What follows belongs to an exercise in optimizing a design on an open flow for small area and a short achievable clock period; a production flow would make more cautious choices. In this exercise RTL edits were held to simulation tests only and were not proved equivalent to the original.

[flow/config.mk]
export PLATFORM = sky130hd
export DESIGN_NAME = sht20_codec
export DESIGN_NICKNAME = sht20_codec
export VERILOG_FILES = /design/flow/design.v
export SDC_FILE = /design/flow/constraint.sdc
export NUM_CORES = 4
export LEC_CHECK = 0
export CAP_MARGIN = 20
export CORE_MARGIN = 2
export CORE_UTILIZATION = 40
export CTS_CLUSTER_DIAMETER = 40
export CTS_CLUSTER_SIZE = 10
export SLEW_MARGIN = 20
[flow/constraint.sdc]
create_clock -name core_clock -period 60.0 [get_ports {clk}]
set_input_delay 12.0000 -clock core_clock [delete_from_list [all_inputs] [get_ports {clk}]]
set_output_delay 12.0000 -clock core_clock [all_outputs]
set_load 0.01 [all_outputs]
[flow/design.v]
module u16_to_f32 (
    input  wire [15:0] n,
    output reg  [31:0] f
);
    reg [4:0]  msb;
    reg [15:0] shifted;
    integer i;
    always @(*) begin
        msb = 5'd0;
        for (i = 0; i < 16; i = i + 1)
            if (n[i])
                msb = i[4:0];
        shifted = n << (5'd15 - msb);    
        if (n == 16'd0)
            f = 32'd0;
        else
            f = {1'b0, 8'd127 + {3'd0, msb}, shifted[14:0], 8'd0};
    end
endmodule
module fp32_mul (
    input  wire [31:0] x,
    input  wire [31:0] y,
    output reg  [31:0] p
);
    wire        sx = x[31];
    wire        sy = y[31];
    wire [7:0]  ex = x[30:23];
    wire [7:0]  ey = y[30:23];
    wire [23:0] mx = {1'b1, x[22:0]};
    wire [23:0] my = {1'b1, y[22:0]};
    wire        zero = (ex == 8'd0) || (ey == 8'd0);
    wire        s    = sx ^ sy;
    wire [47:0] prod = mx * my;           
    wire        top  = prod[47];
    wire [47:0] norm = top ? prod : {prod[46:0], 1'b0};
    wire [9:0]  e_n  = {2'b00, ex} + {2'b00, ey} - 10'd127 + {9'd0, top};
    wire [23:0] m24    = norm[47:24];
    wire        guard  = norm[23];
    wire        sticky = |norm[22:0];
    wire        rnd_up = guard && (sticky || m24[0]);
    wire [24:0] m_r    = {1'b0, m24} + {24'd0, rnd_up};
    wire [22:0] frac = m_r[24] ? m_r[23:1] : m_r[22:0];
    wire [9:0]  e_r  = e_n + {9'd0, m_r[24]};
    always @(*) begin
        if (zero)
            p = {s, 31'd0};
        else
            p = {s, e_r[7:0], frac};
    end
endmodule
module fp32_add (
    input  wire [31:0] x,
    input  wire [31:0] y,
    output reg  [31:0] s
);
    wire        swap  = y[30:0] > x[30:0];
    wire [31:0] greater   = swap ? y : x;
    wire [31:0] lesser = swap ? x : y;
    wire [7:0]  eb = greater[30:23];
    wire [7:0]  es = lesser[30:23];
    wire [23:0] mb = {(eb != 8'd0), greater[22:0]};
    wire [23:0] ms = {(es != 8'd0), lesser[22:0]};
    wire        sub = greater[31] ^ lesser[31];
    wire [7:0]  diff = eb - es;
    wire [49:0] ms_wide = {ms, 26'd0};
    wire [49:0] ms_sh   = (diff > 8'd49) ? 50'd0 : (ms_wide >> diff);
    wire [26:0] ms_al   = {ms_sh[49:24], |ms_sh[23:0]};
    wire [26:0] mb_al   = {mb, 3'b000};
    wire [27:0] sum = sub ? ({1'b0, mb_al} - {1'b0, ms_al})
                          : ({1'b0, mb_al} + {1'b0, ms_al});
    reg  [4:0] lz;
    integer i;
    always @(*) begin
        lz = 5'd28;
        for (i = 0; i < 28; i = i + 1)
            if (sum[i])
                lz = 5'd27 - i[4:0];
    end
    wire [27:0] norm   = sum << lz;
    wire [9:0]  e_n    = {2'b00, eb} + 10'd1 - {5'd0, lz};
    wire [23:0] m24    = norm[27:4];
    wire        guard  = norm[3];
    wire        sticky = |norm[2:0];
    wire        rnd_up = guard && (sticky || m24[0]);
    wire [24:0] m_r    = {1'b0, m24} + {24'd0, rnd_up};
    wire [22:0] frac   = m_r[24] ? m_r[23:1] : m_r[22:0];
    wire [9:0]  e_r    = e_n + {9'd0, m_r[24]};
    always @(*) begin
        if (sum == 28'd0)
            s = 32'd0;
        else
            s = {greater[31], e_r[7:0], frac};
    end
endmodule
module sht20_codec (
    input  wire        clk,
    input  wire        rst,         
    input  wire        in_valid,
    input  wire [2:0]  op,
    input  wire [7:0]  a,
    input  wire [7:0]  b,
    output reg         out_valid,
    output reg         err,
    output reg  [15:0] raw_masked,
    output reg  [31:0] val0,
    output reg  [31:0] val1,
    output reg  [7:0]  ureg_out,
    output reg         otp_dis,
    output reg         htr_en,
    output reg         eob,
    output reg         res_valid,
    output reg  [1:0]  res
);
    localparam [2:0] DEC_T    = 3'd0;
    localparam [2:0] DEC_RH   = 3'd1;
    localparam [2:0] DEC_UREG = 3'd2;
    localparam [2:0] SET_RES  = 3'd3;
    localparam [2:0] SET_HTR  = 3'd4;
    localparam [2:0] SET_BAT  = 3'd5;
    localparam [31:0] K_T0 = 32'hC23B6666;   
    localparam [31:0] K_T1 = 32'h432FB852;   
    localparam [31:0] K_F1 = 32'h3FE66666;   
    localparam [31:0] K_F0 = 32'h42000000;   
    localparam [31:0] K_H0 = 32'hC0C00000;   
    localparam [31:0] K_H1 = 32'h42FA0000;   
    reg        req_valid;
    reg [2:0]  req_op;
    reg [7:0]  req_a;
    reg [7:0]  req_b;
    always @(posedge clk) begin
        if (rst)
            req_valid <= 1'b0;
        else
            req_valid <= in_valid;
        req_op <= op;
        req_a  <= a;
        req_b  <= b;
    end
    wire [15:0] x = {req_a, req_b & 8'hFC};
    wire [31:0] xf;
    u16_to_f32 u_cvt (.n(x), .f(xf));
    wire        is_rh = (req_op == DEC_RH);
    wire [31:0] k1    = is_rh ? K_H1 : K_T1;
    wire [31:0] k0    = is_rh ? K_H0 : K_T0;
    wire [31:0] prod;
    fp32_mul u_mul_k1 (.x(k1), .y(xf), .p(prod));
    wire [31:0] scaled = (prod[30:23] == 8'd0) ? prod
                                                : {prod[31], prod[30:23] - 8'd16, prod[22:0]};
    wire [31:0] phys;                        
    fp32_add u_add_k0 (.x(k0), .y(scaled), .s(phys));
    wire [31:0] f_mul;
    fp32_mul u_mul_f1 (.x(phys), .y(K_F1), .p(f_mul));
    wire [31:0] fahr;
    fp32_add u_add_f0 (.x(f_mul), .y(K_F0), .s(fahr));
    reg [7:0] new_ureg;
    always @(*) begin
        case (req_op)
            SET_RES: new_ureg = (req_a & 8'h7E) | {req_b[1], 6'b000000, req_b[0]};
            SET_HTR: new_ureg = (req_a & 8'hFB) | {5'b00000, req_b[0], 2'b00};
            SET_BAT: new_ureg = (req_a & 8'hBF) | {1'b0, req_b[0], 6'b000000};
            default: new_ureg = req_a;
        endcase
    end
    reg       m_valid;
    reg [1:0] m_res;
    always @(*) begin
        case (new_ureg & 8'h81)
            8'h00:   begin m_valid = 1'b1; m_res = 2'b00; end
            8'h01:   begin m_valid = 1'b1; m_res = 2'b01; end
            8'h80:   begin m_valid = 1'b1; m_res = 2'b10; end
            8'h81:   begin m_valid = 1'b1; m_res = 2'b11; end
            default: begin m_valid = 1'b0; m_res = 2'b00; end
        endcase
    end
    always @(posedge clk) begin
        if (rst)
            out_valid <= 1'b0;
        else
            out_valid <= req_valid;
        err        <= 1'b0;
        raw_masked <= 16'd0;
        val0       <= 32'd0;
        val1       <= 32'd0;
        ureg_out   <= 8'd0;
        otp_dis    <= 1'b0;
        htr_en     <= 1'b0;
        eob        <= 1'b0;
        res_valid  <= 1'b0;
        res        <= 2'b00;
        case (req_op)
            DEC_T: begin
                raw_masked <= x;
                val0       <= phys;
                val1       <= fahr;
            end
            DEC_RH: begin
                raw_masked <= x;
                val0       <= phys;
            end
            DEC_UREG, SET_RES, SET_HTR, SET_BAT: begin
                ureg_out  <= new_ureg;
                otp_dis   <= new_ureg[1];
                htr_en    <= new_ureg[2];
                eob       <= new_ureg[6];
                res_valid <= m_valid;
                res       <= m_res;
            end
            default: begin
                err <= 1'b1;
            end
        endcase
    end
endmodule
[flow/run.sh]
#!/bin/bash
# synth_recipe.tcl (not shown) runs the flow's synth.tcl, then flattens the netlist and writes it again
# the make line also repeats each setting of config.mk as NAME=value (left out here)
make -C /OpenROAD-flow-scripts/flow DESIGN_CONFIG=/design/flow/config.mk WORK_HOME=/design/flow/orfs CLKGATE_MAP_FILE= SYNTH_SCRIPT=/design/flow/synth_recipe.tcl finish
==> key figures <==
STA
  – Worst slew pin tran: roughly 1.2 ns
  – # setup viols final: 0
  – Final min period: ~54 ns
  – Unrepaired setup endpoints after global routing: no
  – Slew Viols, Final: 0
  – Fmax: 18.5 MHz
  – Slew Limit Headroom: 16.4%
  – Final worst setup slack: 5.81 ns
  – Clock skew: 0.0295 ns
  – Tcrit/Tclk final: 90.3%
  – Final setup TNS: 0 ns
  – Final Hold Viols: 0

Floorplanning
  – Ports: 118
  – Core area: 109000 sq um
  – Initial Util: 40.3%
  – Die X: roughly 340 microns
  – Die footprint: 112000 sq um
  – Die Span Y: 335 microns
  – Row count: 121

Global routing
  – First-pass GRT wire length: 260000 microns
  – Number of global-route vias before repair: 43300
  – Total global-route track usage: just under 30%
  – Total grt overflow: 0
  – Maximum number of pins on one net before global-route repair: between 40 and 50
  – Initial antenna violation count: 6

Critical path
  – Worst-path fanout max: 42
  – CP endpoint kind: register
  – Crit-path max cell delay: 0.91 ns
  – Critical path class: register to register
  – Cell mode on critical path: nor2_1
  – Crit path buffers/inverters: 22
  – Critical Path Source Type: register
  – WP data required: between 60 and 70 ns
  – Critical path arrival: approximately 54 ns
  – Slowest-stage cell, CP: a2111oi_1
  – Delay-heaviest family, CP: compound AO/OA/AOI/OAI gates

Synth
  – Syn Inst Count: 5908
  – Sequential share of the synthesized area: 5.02%
  – Yosys reg bits: 110
  – Yosys warnings: 4
  – EDFF count, synth: 0
  – Main synth FF type: dfxtp_1
  – Cell area after synthesis: 43900 sq um
  – Synth cell types: 133
  – Syn Area/Cell: 7.42 sq um
  – Synth async-reset ratio: 0%

Routing
  – ANT nets after route: 0
  – Routed Wire Length: 169000 microns
  – Routed WL per cell: 23.2 microns
  – DRT iter0 DRCs: around 5300
  – DRC viols: 0
  – Routed vias/inst: 6.20
  – Via count: 45300
  – DR pass1 iterations: 6

Clocking
  – Postcts setup bufs: 0
  – Clock root cell: clkbuf_16
  – Clock Latency Late Sink: roughly 0.43 ns
  – CTS HTree Levels: 3
  – CTS max path bufs: 2
  – Clk sinks: between 100 and 150
  – CTS resizes: 0
  – Num CTS Buffers: 9
  – TritonCTS clock tree: built
  – Post-CTS Hold Buffers: 0
  – CTS clk-pin slew, worst paths: 0.09 ns

Job
  – MaxCap Viol Count: 0

Layout
  – Fillcell total: 11400
  – Area Growth Syn to Fin: 6.68%
  – Design Area, Final: around 47000 sq um
  – Final core occ: 43.0%
  – Layout cells sized above 1: 4.71%
  – Fin nets: 6801

Run status
  – Run status: timing/DRC/antenna clean

Placement
  – IO buf count: roughly 120
  – GPL Wtd Cong: about 1
  – Setup WS pre-CTS: 7.06 ns
  – Post-DP Area: 46500 sq um
  – Final HPWL DP: 140000 microns

Worst hold path
  – HP Class: register to register
routing by layer:
layer  GRT usage, %  up-vias  share of wire, %
li1               -    21000                 -
met2           47.3     2142                45
met5              0        -                 0
met1           41.3    21900                44
met3           4.18      275               8.6
met4           7.74        0               2.7
flip-flops by register name, indices dropped and copies added (netlist names), 3 cells and up:
signal,cells
val1,32
raw_masked,14
req_op,3
req_b,8
ureg_out,8
req_a,8
val0,32
cells by family (layout without fill, tap and decap cells):
logic type,count (synthesis),after routing,synth area share [%]
adder cells (fa/ha/maj),897,897,31.5
multiplexers,107,107,2.56
AO/OA/AOI/OAI,1598,1598,25.0
XOR/XNOR,201,201,4.05
flip-flops,110,110,5.02
other,1,6,0.00855
AND/OR/NAND/NOR,2017,2017,23.2
buffers and inverters,977,953,8.66
synthesized netlist by cell type (37+ instances only):
cell type,instances,share of area (%)
inv_1,728,6.2
ha_1,550,16
nor2_1,506,4.3
nand2_1,487,4.2
a21oi_1,377,4.3
fa_1,347,16
o21ai_0,257,2.9
nor3_1,180,2.1
nand3_1,167,1.9
clkbuf_1,160,1.4
xnor2_1,120,2.4
a21o_1,112,1.9
dfxtp_1,110,5.0
and2_1,95,1.4
o211ai_1,94,1.6
mux2i_1,83,1.9
a211oi_1,82,1.4
nand4_1,81,1.2
xor2_1,80,1.6
and3_1,77,1.1
nor4_1,65,0.93
a31oi_1,60,0.86
or3_1,59,0.84
o21ai_1,57,0.65
nand2b_1,54,0.77
buf_2,51,0.58
nor2b_1,50,0.71
o21a_1,48,0.82
o21bai_1,39,0.67
o22ai_1,37,0.53
placed cells by master (no fill, tap or decap), types with 60 or more instances in the layout:
cell,instances
buf_4,83
and3_1,77
nor4_1,65
inv_1,728
a31oi_1,60
a211oi_1,81
ha_1,549
nand4_1,81
xnor2_1,118
xor2_1,79
nor3_1,180
and2_1,94
dfxtp_1,110
a21o_1,112
a21oi_1,375
nand3_1,167
o211ai_1,94
clkdlybuf4s50_1,115
nor2_1,504
fa_1,347
mux2i_1,83
nand2_1,487
o21ai_0,254
worst paths after layout:
path	start	to	slack, ns	cells past startpoint
setup / recovery	req_b[3]	val1[30]	5.81	212
hold / removal	req_valid	out_valid	0.45	1
setup reg to reg	req_b[3]	val1[30]	5.81	212
hold reg to reg	req_valid	out_valid	0.45	1
through the flow:
step / hold WS [ns] / instances
4_1_cts: 0.456 / 7301
3_3_place_gp: 0.419 / 7285
3_5_place_dp: 0.431 / 7285
5_1_grt: 0.469 / 7302
6_report: 0.449 / 7303
2_1_floorplan: 0.414 / 5911
final cells by class:
type / count / area [sq um] / share of cell area (%)
Multi-Input combinational cell: 4824 / 37900 / 81.1
Inverter: 739 / 2770 / 5.93
Sequential cell: 110 / 2200 / 4.71
Timing Repair Buffer: 198 / 1770 / 3.79
Tap cell: 1414 / 1770 / 3.78
Clock buffer: 9 / 225 / 0.481
Clock inverter: 7 / 104 / 0.222
Antenna cell: 2 / 5.00 / 0.0107

-- port drivers added, routing unchanged --
The results above use ideal ports. As a check the final layout listed here was re-extracted and re-timed, cells and wires unchanged.
Step 1 (the two cells are an assumption about what drives the block):
set clk [get_ports {clk}]
set_driving_cell -lib_cell sky130_fd_sc_hd__clkbuf_16 $clk
set_driving_cell -lib_cell sky130_fd_sc_hd__buf_2 [delete_from_list [all_inputs] $clk]
Step 2 times the ports against the registers' clock, not the clock port: input delays grow and output delays shrink by t, the midpoint of the rising clock arrivals with the driver on.
Three values: ideal, step 1, step 2; two values: the first two.
t (ns): 0.489
setup WS [ns]: 5.809 / 5.809 / 5.809
worst setup path at the end: register to register
worst data-port slew with drivers (ns): 0.07
After both steps this run still meets setup and hold. The setup slack of this run moves by 0.000 ns with the drivers and by 0.000 ns with both steps.
